This is an optimization exercise on Yosys and OpenROAD, whose aim is small area, a short achievable clock period and few clock cycles per item, not a production implementation.
Only simulation tests tie the RTL to the original design; equivalence was not proved.

## flow/design.v (module list and top-level ports; edited modules follow where they fit)
// module fp64_mul: 97 lines
// module fp64_mul_tree: 5690 lines
// module fp64_add: 106 lines
// module lorenc_ks: 214 lines
module lorenc_ks (
    input  wire        clk,
    input  wire        rst,
    input  wire        load,
    input  wire [63:0] pos0_in,
    input  wire [63:0] pos1_in,
    input  wire [63:0] pos2_in,
    input  wire [5:0]  mix_in,      
    input  wire [5:0]  tap_in,      
    input  wire        in_valid,
    output wire        in_ready,
    input  wire [7:0]  in_byte,
    input  wire        in_dec,
    output reg         out_valid,
    output reg  [7:0]  out_byte,
    output reg  [9:0]  out_digit,
    output reg         out_nx
);
  // ...
==> flow/run.sh <==
#!/bin/bash
# synth_recipe.tcl (not shown) runs the flow's synth.tcl, then flattens the netlist and writes it again
# the make line also repeats each setting of config.mk as NAME=value (left out here)
make -C /OpenROAD-flow-scripts/flow DESIGN_CONFIG=/design/flow/config.mk WORK_HOME=/design/flow/orfs CLKGATE_MAP_FILE= SYNTH_SCRIPT=/design/flow/synth_recipe.tcl finish
==> flow/config.mk <==
export PLATFORM = sky130hd
export DESIGN_NAME = lorenc_ks
export DESIGN_NICKNAME = lorenc_ks
export VERILOG_FILES = /design/flow/design.v
export SDC_FILE = /design/flow/constraint.sdc
export NUM_CORES = 8
export LEC_CHECK = 0
export CAP_MARGIN = 60
export CORE_MARGIN = 2
export CORE_UTILIZATION = 50
export PLACE_DENSITY = 0.65
export SLEW_MARGIN = 60
==> flow/constraint.sdc <==
create_clock -name core_clock -period 30.0 [get_ports {clk}]
set_input_delay 6.0000 -clock core_clock [delete_from_list [all_inputs] [get_ports {clk}]]
set_output_delay 6.0000 -clock core_clock [all_outputs]
set_load 0.01 [all_outputs]
==> impl_results.md, run 1 <==
- Status: no timing/DRC/antenna violations
- Initial DRC count: 21870
- Met3 WL: 103500 um
- Met3 usage: 0.1918
- Design Area, Final: 157000 um^2
- Most frequent cells in the layout: a22oi_1, inv_1, fa_1
- WL/cell: 37.97 um
- Hold Path Origin: u_add.e1[2]
- DRT met1 WL: 243400 um
- Starting density of the core: 0.5023
- Largest regs: u_mul.s_r (106), u_mul.c_r (105)
- Worst reg2reg startpoint: stm[0]
- Post-synthesis simple-gate area fraction: 0.1171
- Worst-margin pin slew: 699.0 ps
- CTS tree: done
- Final period util: 0.2765
- Fraction of area in multi-input gates: 0.6653
- Syn Nets: 17750
- Data buffer area share: 0.05509
- I/O Buffers: 237
- Most instantiated cells after synthesis: a22oi_1, inv_1, fa_1
- Vias per std cell: 7.210
- Number of global-route vias before repair: 134900
- Fmax: 120.6 MHz
- First-pass GRT wire length: 1022000 um
- Largest net degree at the start of global routing: 106
- Number of max-cap violations: 0
- Clk_skew: 102.0 ps
- Largest family of logic cells by synthesized area: adder cells
- Hold Vio Cnt, Final: 0
- Die Span Y: 536.3 um
Testbench counts, summed over its fixed seeds: cycles 18,480, items 1,536.
==> module fp64_mul, before the edit <==
module fp64_mul (
    input  wire        clk,
    input  wire        kill,
    input  wire [63:0] a,
    input  wire        ah,       
    input  wire [63:0] b,
    input  wire        bh,       
    output reg  [63:0] y,
    output wire        yh,       
    output wire        frz
);
    wire        a_sgn = a[63], b_sgn = b[63];
    wire [10:0] a_exp = a[62:52], b_exp = b[62:52];
    wire [51:0] a_frc = a[51:0],  b_frc = b[51:0];
    wire a_nan  = (a_exp == 11'h7ff) && (a_frc != 0);
    wire b_nan  = (b_exp == 11'h7ff) && (b_frc != 0);
    wire a_inf  = (a_exp == 11'h7ff) && (a_frc == 0);
    wire b_inf  = (b_exp == 11'h7ff) && (b_frc == 0);
    wire a_zero = !ah && (a_frc == 0);
    wire b_zero = !bh && (b_frc == 0);
    wire [52:0] ma = {ah, a_frc};
    wire [52:0] mb = {bh, b_frc};
    wire [11:0] esum = {1'b0, a_exp[10:1], a_exp[0] | !ah} + {1'b0, b_exp[10:1], b_exp[0] | !bh};
    wire        spec = a_nan || b_nan || a_inf || b_inf || a_zero || b_zero;
    wire        rare = !spec && (!ah || !bh || (esum <= 12'd1024));
    wire [105:0] ps, pc;
    fp64_mul_tree u_tree (.a(mb), .b(ma), .s(ps), .c(pc));
    reg [105:0] s_r, c_r;
    reg [11:0]  e_r;
    reg         sgn_r, nan_r, inf_r, zero_r;
    reg         rare_r, done_r, res_r, stk_r, dn_r;
    wire [105:0] p = s_r + c_r;
    assign frz = rare_r && !done_r;
    always @(posedge clk) begin
        if (kill) begin
            rare_r <= 1'b0;
            done_r <= 1'b0;
        end else if (!frz) begin
            rare_r <= rare;
            done_r <= 1'b0;
        end else if (res_r && !(s_r[105:104] == 2'b00 && e_r > 12'd1023) && !(e_r < 12'd1023)) begin
            done_r <= 1'b1;
        end
    end
    always @(posedge clk) begin
        if (!frz) begin
            s_r    <= ps;
            c_r    <= pc;
            e_r    <= esum;
            sgn_r  <= a_sgn ^ b_sgn;
            nan_r  <= a_nan || b_nan || (a_inf && b_zero) || (b_inf && a_zero);
            inf_r  <= a_inf || b_inf;
            zero_r <= a_zero || b_zero;
            res_r  <= 1'b0;
            stk_r  <= 1'b0;
            dn_r   <= 1'b0;
        end else if (!res_r) begin
            s_r   <= p;
            c_r   <= 106'd0;
            res_r <= 1'b1;
        end else if (s_r[105:104] == 2'b00 && e_r > 12'd1023) begin
            s_r <= {s_r[104:0], 1'b0};
            e_r <= e_r - 12'd1;
        end else if (e_r < 12'd913) begin
            s_r   <= 106'd0;
            stk_r <= 1'b1;
            e_r   <= 12'd1023;
        end else if (e_r < 12'd1023) begin
            s_r   <= {1'b0, s_r[105:1]};
            stk_r <= stk_r | s_r[0];
            e_r   <= e_r + 12'd1;
        end else begin
            dn_r   <= (e_r == 12'd1023);
        end
    end
    wire         hi   = p[105] || dn_r;
    wire [52:0]  man  = hi ? p[105:53] : p[104:52];
    wire         grd  = hi ? p[52] : p[51];
    wire         stk  = (hi ? (p[51:0] != 0) : (p[50:0] != 0)) || stk_r;
    wire         rup  = grd && (stk || man[0]);
    wire [11:0]  e_fld = dn_r ? {11'd0, man[52]} : (p[105] ? e_r - 12'd1022 : e_r - 12'd1023);
    wire [62:0]  mag  = {e_fld[10:0], man[51:0]} + {62'd0, rup};
    wire         ovf  = (e_fld >= 12'd2047);
    assign yh = nan_r || inf_r || (!zero_r && (!dn_r || man[52] || (rup && man[51:0] == {52{1'b1}})));
    always @* begin
        if (nan_r)
            y = 64'h7ff8000000000000;
        else if (inf_r)
            y = {sgn_r, 11'h7ff, 52'd0};
        else if (zero_r)
            y = {sgn_r, 63'd0};
        else if (ovf)
            y = {sgn_r, 11'h7ff, 52'd0};
        else
            y = {sgn_r, mag};
    end
endmodule
==> module fp64_add, before the edit <==
module fp64_add (
    input  wire        clk,
    input  wire        a_s,
    input  wire [11:0] a_e,
    input  wire [52:0] a_m,
    input  wire        a_inf,
    input  wire        a_nan,
    input  wire        b_s,
    input  wire [11:0] b_e,
    input  wire [52:0] b_m,
    input  wire        b_inf,
    input  wire        b_nan,
    input  wire        pair,
    input  wire        pr,
    input  wire [11:0] p_e,
    input  wire        hold,
    output reg  [63:0] y,
    output wire        yh        
);
    wire [12:0] dab   = {1'b0, a_e} - {1'b0, b_e};
    wire [12:0] dba   = {1'b0, b_e} - {1'b0, a_e};
    wire        swap  = !pr && dab[12];             
    wire        flip  = !pr && (a_e == b_e) && (b_m > a_m) && (a_s ^ b_s);
    wire [11:0] e_big = pr ? p_e : swap ? b_e : a_e;
    wire [52:0] m_big = swap ? b_m : a_m;
    wire [52:0] m_sml = swap ? a_m : b_m;
    wire [5:0]  dab_c = (dab[11:6] != 0) ? 6'd63 : dab[5:0];
    wire [5:0]  dba_c = (dba[11:6] != 0) ? 6'd63 : dba[5:0];
    wire [5:0]  d_c   = pr ? 6'd3 : swap ? dba_c : dab_c;
    wire [55:0] ms_x  = {m_sml, 3'b000};
    wire [55:0] ms_sh = ms_x >> d_c;
    function [5:0] tzc;
        input [52:0] v;
        integer j;
        begin
            tzc = 6'd63;
            for (j = 52; j >= 0; j = j - 1)
                if (v[j]) tzc = j[5:0];
        end
    endfunction
    wire [5:0]  tz_a  = tzc(a_m);
    wire [5:0]  tz_b  = tzc(b_m);
    wire [6:0]  tz_s  = {1'b0, swap ? tz_a : tz_b} + 7'd3;
    wire        ms_lost = tz_s < {1'b0, d_c};
    wire [11:0] lmax  = e_big - 12'd1;
    reg  [56:0] mb1;
    reg  [56:0] ms1;
    reg  [11:0] e1;
    reg  [5:0]  lmax1;
    reg         sub1, sb1, nan1, inf1, infs1, pair1;
    always @(posedge clk) if (!hold) begin
        mb1   <= {1'b0, m_big, 3'b000} ^ {57{flip}};
        ms1   <= {1'b0, ms_sh[55:1], ms_sh[0] | ms_lost} ^ {57{(a_s ^ b_s) && !flip}};
        e1    <= e_big;
        lmax1 <= (lmax[11:6] != 0) ? 6'd63 : lmax[5:0];
        sub1  <= a_s ^ b_s;
        sb1   <= (swap || flip) ? b_s : a_s;
        nan1  <= a_nan || b_nan || (a_inf && b_inf && (a_s != b_s) && !pair);
        inf1  <= a_inf || b_inf;
        infs1 <= a_inf ? a_s : b_s;
        pair1 <= pair;
    end
    wire [56:0] sum   = mb1 + ms1 + {56'd0, sub1};
    reg  [5:0]  lz;
    integer     k;
    always @* begin
        lz = 6'd56;
        for (k = 0; k < 56; k = k + 1)
            if (sum[k]) lz = 6'd55 - k[5:0];
    end
    reg  [56:0] sum_r;
    reg  [11:0] e_r;
    reg  [5:0]  lsh;
    reg         s_r, sub_r, nan_r, inf_r, infs_r, pair_r;
    always @(posedge clk) if (!hold) begin
        sum_r  <= sum;
        e_r    <= e1;
        lsh    <= (lz > lmax1) ? lmax1 : lz;
        s_r    <= sb1;
        sub_r  <= sub1;
        nan_r  <= nan1;
        inf_r  <= inf1;
        infs_r <= infs1;
        pair_r <= pair1;
    end
    wire [55:0] sn_l  = sum_r[55:0] << lsh;
    wire [55:0] sn    = sum_r[56] ? {sum_r[56:2], sum_r[1] | sum_r[0]} : sn_l;
    wire [12:0] e_res = sum_r[56] ? ({1'b0, e_r} + 13'd1) : ({1'b0, e_r} - {7'd0, lsh});
    wire [52:0] man   = sn[55:3];
    wire        rup   = sn[2] && (sn[1] || sn[0] || man[0]);
    wire [10:0] e_fld = man[52] ? e_res[10:0] : 11'd0;
    wire [62:0] mag   = {e_fld, man[51:0]} + {62'd0, rup};
    assign yh = nan_r || inf_r || (sum_r != 0 && (man[52] || (rup && man[51:0] == {52{1'b1}}) || e_res >= 13'd2047));
    always @* begin
        if (nan_r)
            y = 64'h7ff8000000000000;
        else if (inf_r)
            y = {infs_r, 11'h7ff, 52'd0};
        else if (sum_r == 0)
            y = {(sub_r && !pair_r) ? 1'b0 : s_r, 63'd0};
        else if (e_res >= 13'd2047)
            y = {s_r, 11'h7ff, 52'd0};
        else
            y = {s_r, mag};
    end
endmodule
==> module lorenc_ks, before the edit <==
module lorenc_ks (
    input  wire        clk,
    input  wire        rst,
    input  wire        load,
    input  wire [63:0] pos0_in,
    input  wire [63:0] pos1_in,
    input  wire [63:0] pos2_in,
    input  wire [5:0]  mix_in,      
    input  wire [5:0]  tap_in,      
    input  wire        in_valid,
    output wire        in_ready,
    input  wire [7:0]  in_byte,
    input  wire        in_dec,
    output reg         out_valid,
    output reg  [7:0]  out_byte,
    output reg  [9:0]  out_digit,
    output reg         out_nx
);
    localparam [63:0] EXT_SCALE = 64'h42D6BCC41E900000;  
    localparam [63:0] C_Y0      = 64'h4024000000000000;  
    localparam [63:0] C_Z2      = 64'hBFFAAAAAAAAAAAAB;  
    localparam [63:0] DT        = 64'h3F847AE147AE147B;  
    reg [63:0] px, py, pz;
    reg        pxh, pyh, pzh, rah, rmh, rth;    
    reg [1:0]  mix0, mix1, mix2;
    reg [1:0]  tap0, tap1, tap2;
    reg [63:0] ra, rm, rt;
    reg [7:0]  e0, e1, e2;
    reg        o0, o1, o2;
    reg [13:0] st;
    reg        running;
    reg [1:0]  ahead;       
    reg a_px32, a_px8n, a_px, a_ra, a_rt, a_py, a_pz;    
    reg b_px4n, b_pxn, b_py2n, b_rm, b_rmn;              
    reg m_px, m_py, m_pz, m_ra;                          
    reg mb_ext, mb_cy0, mb_px, mb_cz2, mb_dt;            
    function [11:0] ex1;
        input [63:0] v;
        input        h;
        ex1 = {1'b0, v[62:53], v[52] | !h};
    endfunction
    function [52:0] sig;
        input [63:0] v;
        input        h;
        sig = {h, v[51:0]};
    endfunction
    function isinf;
        input [63:0] v;
        isinf = (v[62:52] == 11'h7ff) && (v[51:0] == 52'd0);
    endfunction
    function isnan;
        input [63:0] v;
        isnan = (v[62:52] == 11'h7ff) && (v[51:0] != 52'd0);
    endfunction
    wire [11:0] px_e1 = ex1(px, pxh);
    wire [52:0] px_m  = sig(px, pxh);
    reg  [11:0] py2_e;    
    wire [52:0] py2_m = pyh ? {1'b1, py[51:0]} : {py[51:0], 1'b0};
    wire        py2_i = isinf(py) || (py[62:52] == 11'd2046);
    wire        a_s   = (px[63] & (a_px32 | a_px)) | (~px[63] & a_px8n) | (ra[63] & a_ra)
                      | (rt[63] & a_rt) | (py[63] & a_py) | (pz[63] & a_pz);
    wire [11:0] p_e   = px_e1 + (a_px32 ? 12'd5 : 12'd3);
    wire [11:0] a_e   = ({12{a_px32 | a_px8n | a_px}} & px_e1) | ({12{a_ra}} & ex1(ra, rah)) | ({12{a_rt}} & ex1(rt, rth))
                      | ({12{a_py}} & ex1(py, pyh)) | ({12{a_pz}} & ex1(pz, pzh));
    wire [52:0] a_m   = ({53{a_px32 | a_px8n | a_px}} & px_m) | ({53{a_ra}} & sig(ra, rah))
                      | ({53{a_rt}} & sig(rt, rth)) | ({53{a_py}} & sig(py, pyh)) | ({53{a_pz}} & sig(pz, pzh));
    wire        a_inf = ((a_px32 | a_px8n | a_px) & isinf(px)) | (a_ra & isinf(ra)) | (a_rt & isinf(rt))
                      | (a_py & isinf(py)) | (a_pz & isinf(pz));
    wire        a_nan = ((a_px32 | a_px8n | a_px) & isnan(px)) | (a_ra & isnan(ra)) | (a_rt & isnan(rt))
                      | (a_py & isnan(py)) | (a_pz & isnan(pz));
    wire        b_s   = (~px[63] & (b_px4n | b_pxn)) | (~py[63] & b_py2n) | ((rm[63] ^ b_rmn) & b_rm);
    wire [11:0] b_e   = ({12{b_px4n | b_pxn}} & px_e1)
                      | ({12{b_py2n}} & py2_e) | ({12{b_rm}} & ex1(rm, rmh));
    wire [52:0] b_m   = ({53{b_px4n | b_pxn}} & px_m) | ({53{b_py2n}} & py2_m) | ({53{b_rm}} & sig(rm, rmh));
    wire        b_inf = ((b_px4n | b_pxn) & isinf(px)) | (b_py2n & py2_i) | (b_rm & isinf(rm));
    wire        b_nan = ((b_px4n | b_pxn) & isnan(px)) | (b_py2n & isnan(py)) | (b_rm & isnan(rm));
    wire [63:0] add_y;
    wire        add_h, mul_h;    
    fp64_add u_add (
        .clk(clk),
        .a_s(a_s), .a_e(a_e), .a_m(a_m), .a_inf(a_inf), .a_nan(a_nan),
        .b_s(b_s), .b_e(b_e), .b_m(b_m), .b_inf(b_inf), .b_nan(b_nan),
        .pair(a_px32), .pr(a_px32 | a_px8n), .p_e(p_e), .hold(frz), .y(add_y), .yh(add_h)
    );
    wire [63:0] ma = ({64{m_px}} & px) | ({64{m_py}} & py) | ({64{m_pz}} & pz) | ({64{m_ra}} & ra);
    wire        mah = (m_px & pxh) | (m_py & pyh) | (m_pz & pzh) | (m_ra & rah);
    wire        mbh = mb_ext | mb_cy0 | mb_cz2 | mb_dt | (mb_px & pxh);
    wire [63:0] mb = ({64{mb_ext}} & EXT_SCALE) | ({64{mb_cy0}} & C_Y0) | ({64{mb_px}} & px)
                   | ({64{mb_cz2}} & C_Z2) | ({64{mb_dt}} & DT);
    wire [63:0] mul_y;
    wire        frz;     
    fp64_mul u_mul (.clk(clk), .kill(rst | load), .a(ma), .ah(mah), .b(mb), .bh(mbh),
                    .y(mul_y), .yh(mul_h), .frz(frz));
    wire        p_sgn = rm[63];
    wire [10:0] p_exp = rm[62:52];
    wire        p_big = (p_exp >= 11'd1086);
    wire        p_oor = p_big && !(p_sgn && (p_exp == 11'd1086) && (rm[51:0] == 0));
    wire        p_in  = (p_exp >= 11'd1023) && !p_big;
    wire [5:0]  p_sh  = 6'd61 - p_exp[5:0];    
    wire [62:0] p_w   = {1'b1, rm[51:0], 10'd0} >> p_sh;
    wire [31:0] p_mag = p_in ? p_w[31:0] : 32'd0;
    wire [31:0] p_int = p_sgn ? (32'd0 - p_mag) : p_mag;
    function [7:0] tbyte;
        input [31:0] v;
        input [1:0]  t;
        begin
            case (t)
                2'd0: tbyte = v[7:0];
                2'd1: tbyte = v[15:8];
                2'd2: tbyte = v[23:16];
                default: tbyte = v[31:24];
            endcase
        end
    endfunction
    function [1:0] mix_next;
        input [1:0] m;
        input [7:0] e;
        reg   [9:0] s;
        begin
            s = ({8'd0, m} + {2'd0, e}) % 10'd3;
            mix_next = s[1:0];
        end
    endfunction
    wire        x_pos0 = st[2], x_pos1 = st[7], x_pos2 = st[8];
    function sel;
        input [1:0] m;
        input       s0, s1, s2;
        begin
            sel = (s0 && m == 2'd0) || (s1 && m == 2'd1) || (s2 && m == 2'd2);
        end
    endfunction
    wire we0 = sel(mix0, x_pos0, x_pos1, x_pos2);
    wire we1 = sel(mix1, x_pos0, x_pos1, x_pos2);
    wire we2 = sel(mix2, x_pos0, x_pos1, x_pos2);
    reg [10:0] q0, q1;       
    reg [1:0]  qn;
    reg        br_v;
    reg [7:0]  br_b;
    reg        br_d;
    wire [9:0] digit = {2'b00, e0} + {2'b00, e1} + {2'b00, e2};
    wire       nx    = o0 | o1 | o2;
    wire       push  = st[9] && !frz;
    wire       fire  = br_v && (qn != 2'd0);
    wire       take  = in_valid && in_ready;
    assign in_ready = !br_v || (qn != 2'd0);
    wire start = running && !frz && (ahead <= 2'd1) && (st[10:0] == 11'd0);
    wire [13:0] stn = rst ? 14'd0 : load ? 14'd1 : frz ? st : {st[12:0], start};
    reg  [10:0] stm;
    wire        startm = running && !frz && (ahead <= 2'd1) && (stm[10:0] == 11'd0);
    wire [10:0] stnm = rst ? 11'd0 : load ? 11'd1 : frz ? stm : {stm[9:0], startm};
    always @(posedge clk) begin
        a_px32 <= stn[0]; a_px8n <= stn[1]; a_px <= stn[9]; a_ra <= stn[3] | stn[4] | stn[6];
        a_rt <= stn[5]; a_py <= stn[11]; a_pz <= stn[10];
        b_px4n <= stn[0]; b_pxn <= stn[1]; b_py2n <= stn[3]; b_rmn <= stn[6];
        b_rm <= ~(stn[0] | stn[1] | stn[3]);
        stm <= stnm;
        m_px <= stnm[0]; m_py <= stnm[2] | stnm[3] | stnm[5]; m_pz <= stnm[1] | stnm[4] | stnm[6];
        m_ra <= stnm[7] | stnm[8] | stnm[9];
        mb_ext <= stnm[0] | stnm[5] | stnm[6]; mb_cy0 <= stnm[2]; mb_px <= stnm[3] | stnm[4];
        mb_cz2 <= stnm[1]; mb_dt <= stnm[7] | stnm[8] | stnm[9];
        py2_e <= (py[62:52] == 11'd0) ? 12'd1 : {1'b0, py[62:52]} + 12'd1;
        if (!frz) begin rm <= mul_y; rmh <= mul_h; end
        if ((st[2] | st[3] | st[5] | st[6] | st[7] | st[8]) && !frz) begin ra <= add_y; rah <= add_h; end
        if (st[3] && !frz) begin rt <= rm; rth <= rmh; end
        if (we0 && !frz) begin e0 <= tbyte(p_int, tap0); o0 <= p_oor; end
        if (we1 && !frz) begin e1 <= tbyte(p_int, tap1); o1 <= p_oor; end
        if (we2 && !frz) begin e2 <= tbyte(p_int, tap2); o2 <= p_oor; end
        if (load) begin
            px <= pos0_in; pxh <= (pos0_in[62:52] != 11'd0);
            py <= pos1_in; pyh <= (pos1_in[62:52] != 11'd0);
            pz <= pos2_in; pzh <= (pos2_in[62:52] != 11'd0);
            mix0 <= mix_in[1:0]; mix1 <= mix_in[3:2]; mix2 <= mix_in[5:4];
            tap0 <= tap_in[1:0]; tap1 <= tap_in[3:2]; tap2 <= tap_in[5:4];
        end else begin
            if (st[11] && !frz) begin px <= add_y; pxh <= add_h; end
            if (st[12] && !frz) begin pz <= add_y; pzh <= add_h; end
            if (st[13] && !frz) begin py <= add_y; pyh <= add_h; end
            if (push) begin
                mix0 <= mix_next(mix0, e0); mix1 <= mix_next(mix1, e1); mix2 <= mix_next(mix2, e2);
                tap0 <= tap0 + e0[1:0];     tap1 <= tap1 + e1[1:0];     tap2 <= tap2 + e2[1:0];
            end
        end
        if (push && (qn == 2'd0 || (qn == 2'd1 && fire))) q0 <= {nx, digit};
        else if (fire) q0 <= q1;
        if (push) q1 <= {nx, digit};
        if (take) begin
            br_b <= in_byte;
            br_d <= in_dec;
        end
        out_byte  <= br_d ? (br_b - q0[7:0]) : (br_b + q0[7:0]);
        out_digit <= q0[9:0];
        out_nx    <= q0[10];
        if (rst) begin
            st        <= 14'd0;
            running   <= 1'b0;
            ahead     <= 2'd0;
            qn        <= 2'd0;
            br_v      <= 1'b0;
            out_valid <= 1'b0;
        end else begin
            out_valid <= fire;
            br_v      <= take || (br_v && !fire);
            st <= stn;
            if (load) begin
                running <= 1'b1;
                ahead   <= 2'd1;
                qn      <= 2'd0;
            end else begin
                ahead <= ahead + {1'b0, start} - {1'b0, fire};
                qn    <= qn + {1'b0, push} - {1'b0, fire};
            end
        end
    end
endmodule
==> inputs of run 2 (changes only) <==
--- a/flow/design.v
+++ b/flow/design.v
@@ -1,13 +1,14 @@
 module fp64_mul (
     input  wire        clk,
     input  wire        kill,
     input  wire [63:0] a,
     input  wire        ah,       
+    input  wire [80:0] aenc,     
     input  wire [63:0] b,
     input  wire        bh,       
     output reg  [63:0] y,
     output wire        yh,       
     output wire        frz
 );
     wire        a_sgn = a[63], b_sgn = b[63];
     wire [10:0] a_exp = a[62:52], b_exp = b[62:52];
@@ -19,17 +20,17 @@
     wire a_zero = !ah && (a_frc == 0);
     wire b_zero = !bh && (b_frc == 0);
     wire [52:0] ma = {ah, a_frc};
     wire [52:0] mb = {bh, b_frc};
     wire [11:0] esum = {1'b0, a_exp[10:1], a_exp[0] | !ah} + {1'b0, b_exp[10:1], b_exp[0] | !bh};
     wire        spec = a_nan || b_nan || a_inf || b_inf || a_zero || b_zero;
     wire        rare = !spec && (!ah || !bh || (esum <= 12'd1024));
     wire [105:0] ps, pc;
-    fp64_mul_tree u_tree (.a(mb), .b(ma), .s(ps), .c(pc));
+    fp64_mul_tree u_tree (.a(mb), .benc(aenc), .s(ps), .c(pc));
     reg [105:0] s_r, c_r;
     reg [11:0]  e_r;
     reg         sgn_r, nan_r, inf_r, zero_r;
     reg         rare_r, done_r, res_r, stk_r, dn_r;
     wire [105:0] p = s_r + c_r;
     assign frz = rare_r && !done_r;
     always @(posedge clk) begin
         if (kill) begin
@@ -90,24 +91,37 @@
         else if (zero_r)
             y = {sgn_r, 63'd0};
         else if (ovf)
             y = {sgn_r, 11'h7ff, 52'd0};
         else
             y = {sgn_r, mag};
     end
 endmodule
+module fp64_booth_enc (
+    input  wire [52:0] b,
+    output wire [80:0] e
+);
+  wire [55:0] bx = {2'b00, b, 1'b0};
+  genvar i;
+  generate for (i = 0; i < 27; i = i + 1) begin : g_enc
+    wire b2 = bx[2*i+2], b1 = bx[2*i+1], b0 = bx[2*i];
+    assign e[i]      = b2 & ~(b1 & b0);
+    assign e[27 + i] = b1 ^ b0;
+    assign e[54 + i] = (~b2 & b1 & b0) | (b2 & ~b1 & ~b0);
+  end endgenerate
+endmodule
 module fp64_mul_tree (
     input  wire [52:0]  a,
-    input  wire [52:0]  b,
+    input  wire [80:0]  benc,
     output wire [105:0] s,
     output wire [105:0] c
 );
-  wire [55:0] bx = {2'b00, b, 1'b0};
-  wire [26:0] ng, nn, one, two;
+  wire [26:0] ng = benc[26:0], one = benc[53:27], two = benc[80:54];
+  wire [26:0] nn = ~ng;
   wire [53:0] pp0;
   wire [53:0] pp1;
   wire [53:0] pp2;
   wire [53:0] pp3;
   wire [53:0] pp4;
   wire [53:0] pp5;
   wire [53:0] pp6;
   wire [53:0] pp7;
@@ -126,24 +140,16 @@
   wire [53:0] pp20;
   wire [53:0] pp21;
   wire [53:0] pp22;
   wire [53:0] pp23;
   wire [53:0] pp24;
   wire [53:0] pp25;
   wire [53:0] pp26;
   wire [54:0] ax = {1'b0, a, 1'b0};
-  genvar i;
-  generate for (i = 0; i < 27; i = i + 1) begin : g_booth
-    wire b2 = bx[2*i+2], b1 = bx[2*i+1], b0 = bx[2*i];
-    assign ng[i]  = b2 & ~(b1 & b0);
-    assign nn[i]  = ~ng[i];
-    assign one[i] = b1 ^ b0;
-    assign two[i] = (~b2 & b1 & b0) | (b2 & ~b1 & ~b0);
-  end endgenerate
   assign pp0 = (({54{one[0]}} & ax[54:1]) | ({54{two[0]}} & ax[53:0])) ^ {54{ng[0]}};
   assign pp1 = (({54{one[1]}} & ax[54:1]) | ({54{two[1]}} & ax[53:0])) ^ {54{ng[1]}};
   assign pp2 = (({54{one[2]}} & ax[54:1]) | ({54{two[2]}} & ax[53:0])) ^ {54{ng[2]}};
   assign pp3 = (({54{one[3]}} & ax[54:1]) | ({54{two[3]}} & ax[53:0])) ^ {54{ng[3]}};
   assign pp4 = (({54{one[4]}} & ax[54:1]) | ({54{two[4]}} & ax[53:0])) ^ {54{ng[4]}};
   assign pp5 = (({54{one[5]}} & ax[54:1]) | ({54{two[5]}} & ax[53:0])) ^ {54{ng[5]}};
   assign pp6 = (({54{one[6]}} & ax[54:1]) | ({54{two[6]}} & ax[53:0])) ^ {54{ng[6]}};
   assign pp7 = (({54{one[7]}} & ax[54:1]) | ({54{two[7]}} & ax[53:0])) ^ {54{ng[7]}};
@@ -5806,34 +5812,33 @@
 );
     wire [12:0] dab   = {1'b0, a_e} - {1'b0, b_e};
     wire [12:0] dba   = {1'b0, b_e} - {1'b0, a_e};
     wire        swap  = !pr && dab[12];             
     wire        flip  = !pr && (a_e == b_e) && (b_m > a_m) && (a_s ^ b_s);
     wire [11:0] e_big = pr ? p_e : swap ? b_e : a_e;
     wire [52:0] m_big = swap ? b_m : a_m;
     wire [52:0] m_sml = swap ? a_m : b_m;
-    wire [5:0]  dab_c = (dab[11:6] != 0) ? 6'd63 : dab[5:0];
-    wire [5:0]  dba_c = (dba[11:6] != 0) ? 6'd63 : dba[5:0];
-    wire [5:0]  d_c   = pr ? 6'd3 : swap ? dba_c : dab_c;
+    wire [5:0]  d_c   = pr ? 6'd3 : swap ? dba[5:0] : dab[5:0];
+    wire        far   = !pr && ((swap ? dba[11:6] : dab[11:6]) != 6'd0);
     wire [55:0] ms_x  = {m_sml, 3'b000};
-    wire [55:0] ms_sh = ms_x >> d_c;
+    wire [55:0] ms_sh = far ? 56'd0 : (ms_x >> d_c);
     function [5:0] tzc;
         input [52:0] v;
         integer j;
         begin
             tzc = 6'd63;
             for (j = 52; j >= 0; j = j - 1)
                 if (v[j]) tzc = j[5:0];
         end
     endfunction
     wire [5:0]  tz_a  = tzc(a_m);
     wire [5:0]  tz_b  = tzc(b_m);
     wire [6:0]  tz_s  = {1'b0, swap ? tz_a : tz_b} + 7'd3;
-    wire        ms_lost = tz_s < {1'b0, d_c};
+    wire        ms_lost = far ? (m_sml != 53'd0) : (tz_s < {1'b0, d_c});
     wire [11:0] lmax  = e_big - 12'd1;
     reg  [56:0] mb1;
     reg  [56:0] ms1;
     reg  [11:0] e1;
     reg  [5:0]  lmax1;
     reg         sub1, sb1, nan1, inf1, infs1, pair1;
     always @(posedge clk) if (!hold) begin
         mb1   <= {1'b0, m_big, 3'b000} ^ {57{flip}};
@@ -5972,22 +5977,28 @@
     fp64_add u_add (
         .clk(clk),
         .a_s(a_s), .a_e(a_e), .a_m(a_m), .a_inf(a_inf), .a_nan(a_nan),
         .b_s(b_s), .b_e(b_e), .b_m(b_m), .b_inf(b_inf), .b_nan(b_nan),
         .pair(a_px32), .pr(a_px32 | a_px8n), .p_e(p_e), .hold(frz), .y(add_y), .yh(add_h)
     );
     wire [63:0] ma = ({64{m_px}} & px) | ({64{m_py}} & py) | ({64{m_pz}} & pz) | ({64{m_ra}} & ra);
     wire        mah = (m_px & pxh) | (m_py & pyh) | (m_pz & pzh) | (m_ra & rah);
+    wire [80:0] enc_x, enc_y, enc_z, enc_a;
+    fp64_booth_enc u_ex (.b({pxh, px[51:0]}), .e(enc_x));
+    fp64_booth_enc u_ey (.b({pyh, py[51:0]}), .e(enc_y));
+    fp64_booth_enc u_ez (.b({pzh, pz[51:0]}), .e(enc_z));
+    fp64_booth_enc u_ea (.b({rah, ra[51:0]}), .e(enc_a));
+    wire [80:0] maenc = ({81{m_px}} & enc_x) | ({81{m_py}} & enc_y) | ({81{m_pz}} & enc_z) | ({81{m_ra}} & enc_a);
     wire        mbh = mb_ext | mb_cy0 | mb_cz2 | mb_dt | (mb_px & pxh);
     wire [63:0] mb = ({64{mb_ext}} & EXT_SCALE) | ({64{mb_cy0}} & C_Y0) | ({64{mb_px}} & px)
                    | ({64{mb_cz2}} & C_Z2) | ({64{mb_dt}} & DT);
     wire [63:0] mul_y;
     wire        frz;     
-    fp64_mul u_mul (.clk(clk), .kill(rst | load), .a(ma), .ah(mah), .b(mb), .bh(mbh),
+    fp64_mul u_mul (.clk(clk), .kill(rst | load), .a(ma), .ah(mah), .aenc(maenc), .b(mb), .bh(mbh),
                     .y(mul_y), .yh(mul_h), .frz(frz));
     wire        p_sgn = rm[63];
     wire [10:0] p_exp = rm[62:52];
     wire        p_big = (p_exp >= 11'd1086);
     wire        p_oor = p_big && !(p_sgn && (p_exp == 11'd1086) && (rm[51:0] == 0));
     wire        p_in  = (p_exp >= 11'd1023) && !p_big;
     wire [5:0]  p_sh  = 6'd61 - p_exp[5:0];    
     wire [62:0] p_w   = {1'b1, rm[51:0], 10'd0} >> p_sh;
@@ -6030,17 +6041,20 @@
     reg        br_v;
     reg [7:0]  br_b;
     reg        br_d;
     wire [9:0] digit = {2'b00, e0} + {2'b00, e1} + {2'b00, e2};
     wire       nx    = o0 | o1 | o2;
     wire       push  = st[9] && !frz;
     wire       fire  = br_v && (qn != 2'd0);
     wire       take  = in_valid && in_ready;
-    assign in_ready = !br_v || (qn != 2'd0);
+    reg        ir;
+    assign in_ready = ir;
+    wire       br_vn = !rst && (take || (br_v && !fire));
+    wire [1:0] qn_n  = (rst || load) ? 2'd0 : qn + {1'b0, push} - {1'b0, fire};
     wire start = running && !frz && (ahead <= 2'd1) && (st[10:0] == 11'd0);
     wire [13:0] stn = rst ? 14'd0 : load ? 14'd1 : frz ? st : {st[12:0], start};
     reg  [10:0] stm;
     wire        startm = running && !frz && (ahead <= 2'd1) && (stm[10:0] == 11'd0);
     wire [10:0] stnm = rst ? 11'd0 : load ? 11'd1 : frz ? stm : {stm[9:0], startm};
     always @(posedge clk) begin
         a_px32 <= stn[0]; a_px8n <= stn[1]; a_px <= stn[9]; a_ra <= stn[3] | stn[4] | stn[6];
         a_rt <= stn[5]; a_py <= stn[11]; a_pz <= stn[10];
@@ -6084,20 +6098,22 @@
         out_digit <= q0[9:0];
         out_nx    <= q0[10];
         if (rst) begin
             st        <= 14'd0;
             running   <= 1'b0;
             ahead     <= 2'd0;
             qn        <= 2'd0;
             br_v      <= 1'b0;
+            ir        <= 1'b1;
             out_valid <= 1'b0;
         end else begin
             out_valid <= fire;
-            br_v      <= take || (br_v && !fire);
+            br_v      <= br_vn;
+            ir        <= !br_vn || (qn_n != 2'd0);
             st <= stn;
             if (load) begin
                 running <= 1'b1;
                 ahead   <= 2'd1;
                 qn      <= 2'd0;
             end else begin
                 ahead <= ahead + {1'b0, start} - {1'b0, fire};
                 qn    <= qn + {1'b0, push} - {1'b0, fire};
==> run 2 against run 1 <==
Compared with the run above: sequential cell count up 1; sequential share of layout area down 0.38 points; critical path depth is the same; final area rose by 2.2%; largest cell class unchanged; highest routed layer unchanged.
==> impl_results.md, run 2 <==
- Initial DRC count: 24580 (was 21870)
- Synthesized instance count: 16460 (was 15780)
- Overall routing resource usage: 0.4919 (was 0.4983)
- Critical Path Sink Type: flop (unchanged)
- Worst min path class: reg2reg (unchanged)
- Synth top area cells: edfxtp_1, fa_1, xnor2_1 (was edfxtp_1, fa_1, a22oi_1)
- CTS tree: done (unchanged)
- WL/cell: 36.90 um (was 37.97 um)
- Post-Syn Area per Cell: 8.806 um^2 (was 8.976 um^2)
- DP Area: 154900 um^2 (was 151700 um^2)
- #FFs+latches synth: 987 (was 986)
- Worst reg2reg startpoint: m_py (was stm[0])
- Worst setup path class: reg2reg (unchanged)
- Clock Sinks: 987 (was 986)
- Number of max-cap violations: 0 (unchanged)
- Vias per std cell: 7.201 (was 7.210)
- Finished Layout Cells: 20080 (was 19320)
- Final min period: 8228 ps (was 8295 ps)
- Antenna violations before repair: 56 (unchanged)
- Final setup margin: 21770 ps (was 21700 ps)
- Mapped Area: 144900 um^2 (was 141700 um^2)
- R2r worst-path depth: 25 (unchanged)
- Area leader, netlist: edfxtp_1 (unchanged)
- Final net count: 18200 (was 17400)
- Global route total overflow: 0 (unchanged)
- Clk_skew: 84.81 ps (was 102.0 ps)
- Max reg flops: 106 (unchanged)
- Clock Tree Root: clkbuf_16 (unchanged)
- Slew HR: 0.5004 (was 0.5317)
- First-pass GRT wire length: 1033000 um (was 1022000 um)
- Syn Nets: 18510 (was 17750)
- R2r setup slk: 21770 ps (was 21700 ps)
- Wirelength, routed: 741000 um (was 733600 um)
- FFs w/ async S/R, synth: 0 (unchanged)
- Final period util: 0.2743 (was 0.2765)
- Die footprint: 294200 um^2 (was 287600 um^2)
- Clock tree buffer depth: 3 (unchanged)
- R2r endpoint: u_mul.s_r[68] (was u_mul.s_r[61])
- Pre-CTS WS: 21670 ps (was 21850 ps)
- Post-synth EDFFs: 903 (unchanged)
- Synth Flop Type: edfxtp_1 (unchanged)
- Area growth syn-to-layout: 10.74% (was 10.81%)
- Largest net degree at the start of global routing: 98 (was 106)
- Largest Register: u_mul.s_r (unchanged)
- I/O Buffers: 237 (unchanged)
- Unrepaired setup endpoints after global routing: false (unchanged)
- Type of origin of the critical path: flop (unchanged)
- Filler cell count: 26400 (was 25930)
- Core area: 288100 um^2 (was 282000 um^2)
- Design Area, Final: 160500 um^2 (was 157000 um^2)
- Hold Vio Cnt, Final: 0 (unchanged)
- Post-CTS setup buffers: 0 (unchanged)
- Syn. warnings: 3 (unchanged)
- Most frequent cells in the layout: inv_1, xnor2_1, a22oi_1 (was a22oi_1, inv_1, fa_1)
- Remaining antenna violation count: 0 (unchanged)
- Max stage delay on crit path: 570 ps (was 600 ps)
- Reg area: 28830 um^2 (was 28800 um^2)
- Slowest CP cell: dfxtp_4 (was buf_4)
- Htree depth: 3 (unchanged)
- Fmax: 121.5 MHz (was 120.6 MHz)
- Seq/Total Area, Yosys: 0.1987 (was 0.2031)
- Resized Gates After CTS: 0 (unchanged)
- Cts hold-fix bufs: 0 (unchanged)
- Critical Path Sink: u_mul.s_r[68] (was u_mul.s_r[61])
- Critical path peak fanout: 42 (was 28)
- Area of the multi-input gates: 107500 um^2 (was 104400 um^2)
- Worst path most repeated cell: fa_1 (unchanged)
- Starting density of the core: 0.5029 (was 0.5023)
- Num ports: 238 (unchanged)
- # DRC: 0 (unchanged)
- Number of global-route vias before repair: 137700 (was 134900)
- Placer Congestion: 1.152 (was 1.098)
- Cells after DPL: 19760 (was 19020)
- Clock transition at path regs: 70 ps (about the same)
- Most instantiated cells after synthesis: inv_1, xnor2_1, nand2_1 (was a22oi_1, inv_1, fa_1)
- DRT Pass-1 Iters: 21 (was 14)
- Setup_tns: 0 ps (unchanged)
- Final setup violation count: 0 (unchanged)
- Vias: 144600 (was 139300)
- Count leader, synth: inv_1 (was a22oi_1)
- Worst Path Required: 30560 ps (was 30530 ps)
- CTS Buf Count: 113 (was 110)
- Die Span Y: 542.4 um (was 536.3 um)
- Row cnt: 197 (was 195)
- CP startpoint: m_py (was stm[0])
- Hpwl dp: 527800 um (was 526700 um)
- Most common cell after layout, fill and taps aside: inv_1 (was a22oi_1)
- Ratio of cells with drive above 1 in the final layout: 0.1021 (was 0.1058)
- Largest regs: u_mul.s_r (106), u_mul.c_r (105) (unchanged)
- Max-slew violations: 0 (unchanged)
- Yosys top cell area share: 0.1871 (was 0.1914)
- Clock latency on the worst-skew pair: 860 ps (was 870 ps)
- Crit path DAT: 8790 ps (was 8830 ps)
- Number of distinct library cells after synthesis: 109 (was 114)
- Worst-margin pin slew: 749.4 ps (was 699.0 ps)
- Status: no timing/DRC/antenna violations (unchanged)
- Die X: 542.4 um (was 536.3 um)
## run 2: critical path: cells and delay by family, from the launching register on
family	cells	cell delay, ps
compound gates	2	470
fa+ha+maj	7	3590
buf+inv	12	2680
flops	1	570
simple gates	3	240
xor+xnor	1	180
## run 2: kinds of logic (layout without fill, tap and decap cells)
logic type,count (synthesis),after routing,share of synthesized area
and+or+nand+nor,4007,4007,0.1341
AOI/OAI and AO/OA,4223,4223,0.1969
other,0,53,0
DFF,987,987,0.1987
adders and majority gates,1831,1831,0.2257
buffers and inverters,2966,2755,0.07738
xor gates and xnor gates,1894,1894,0.1145
muxes,549,549,0.05268
## run 2: how the worst min path moves through the flow
stage | from | endpoint | cells after the start
floorplan | q0[8] | out_digit[8] | 0
global placement | q0[8] | out_digit[8] | 0
detailed placement | q0[8] | out_digit[8] | 0
CTS | q0[8] | out_digit[8] | 0
global route | q0[8] | out_digit[8] | 0
finish | q0[8] | out_digit[8] | 0
## run 2: routing by layer
layer | GRT usage | routed length, um | vias to the layer above
met5 | 0.03830 | 1606 | -
met4 | 0.4488 | 89680 | 55
met3 | 0.2154 | 115200 | 4143
met2 | 0.6728 | 288100 | 13260
met1 | 0.5727 | 246500 | 69740
li1 | - | - | 57400
## run 2: cell type report
| type | instances | share of cell area |
|---|---|---|
| diodes | 53 | 0.0008264 |
| flip-flops and latches | 987 | 0.1797 |
| multi-input cells | 12500 | 0.6699 |
| well taps | 3781 | 0.02948 |
| clock buffers | 140 | 0.01902 |
| repair buffers | 908 | 0.05769 |
| clock inverters | 70 | 0.005060 |
| inverters | 1637 | 0.03835 |
## run 2: through the flow
stage	utilization	hold WS [ps]
2_1_floorplan	-	323.3
3_3_place_gp	0.5253	326.8
3_5_place_dp	0.5377	326.9
4_1_cts	0.5511	341.7
5_1_grt	0.5566	344.1
6_report	0.5570	340.6
Testbench counts of run 2, summed over its fixed seeds: cycles 18,480, items 1,536.

[static timing again, ports no longer ideal]
Ports are ideal in the flow. The routed layouts listed here were re-timed in OpenROAD. Step 1 (the two cells are an assumption about what drives the block):
set clk [get_ports {clk}]
set_driving_cell -lib_cell sky130_fd_sc_hd__clkbuf_16 $clk
set_driving_cell -lib_cell sky130_fd_sc_hd__buf_2 [delete_from_list [all_inputs] $clk]
Step 2, shift: input delay + t, output delay - t, t = (earliest + latest rising clock arrival at the registers) / 2. This alone moves slack from input paths to output paths. Three values: ideal ports, drivers, drivers and shift; two values: the first two.
| run | t (ns) | setup WS [ns] | cell pins on the clock port's net |
|---|---|---|---|
| run 1 | 0.927 | 21.705 / 21.705 / 21.697 | 1 |
| run 2 | 0.927 | 21.772 / 21.772 / 21.458 | 1 |
After both steps setup and hold are still met in every run listed. For run 2, which loses most, drivers alone change the setup slack by 0.000 ns; drivers and shift together by -0.314 ns.
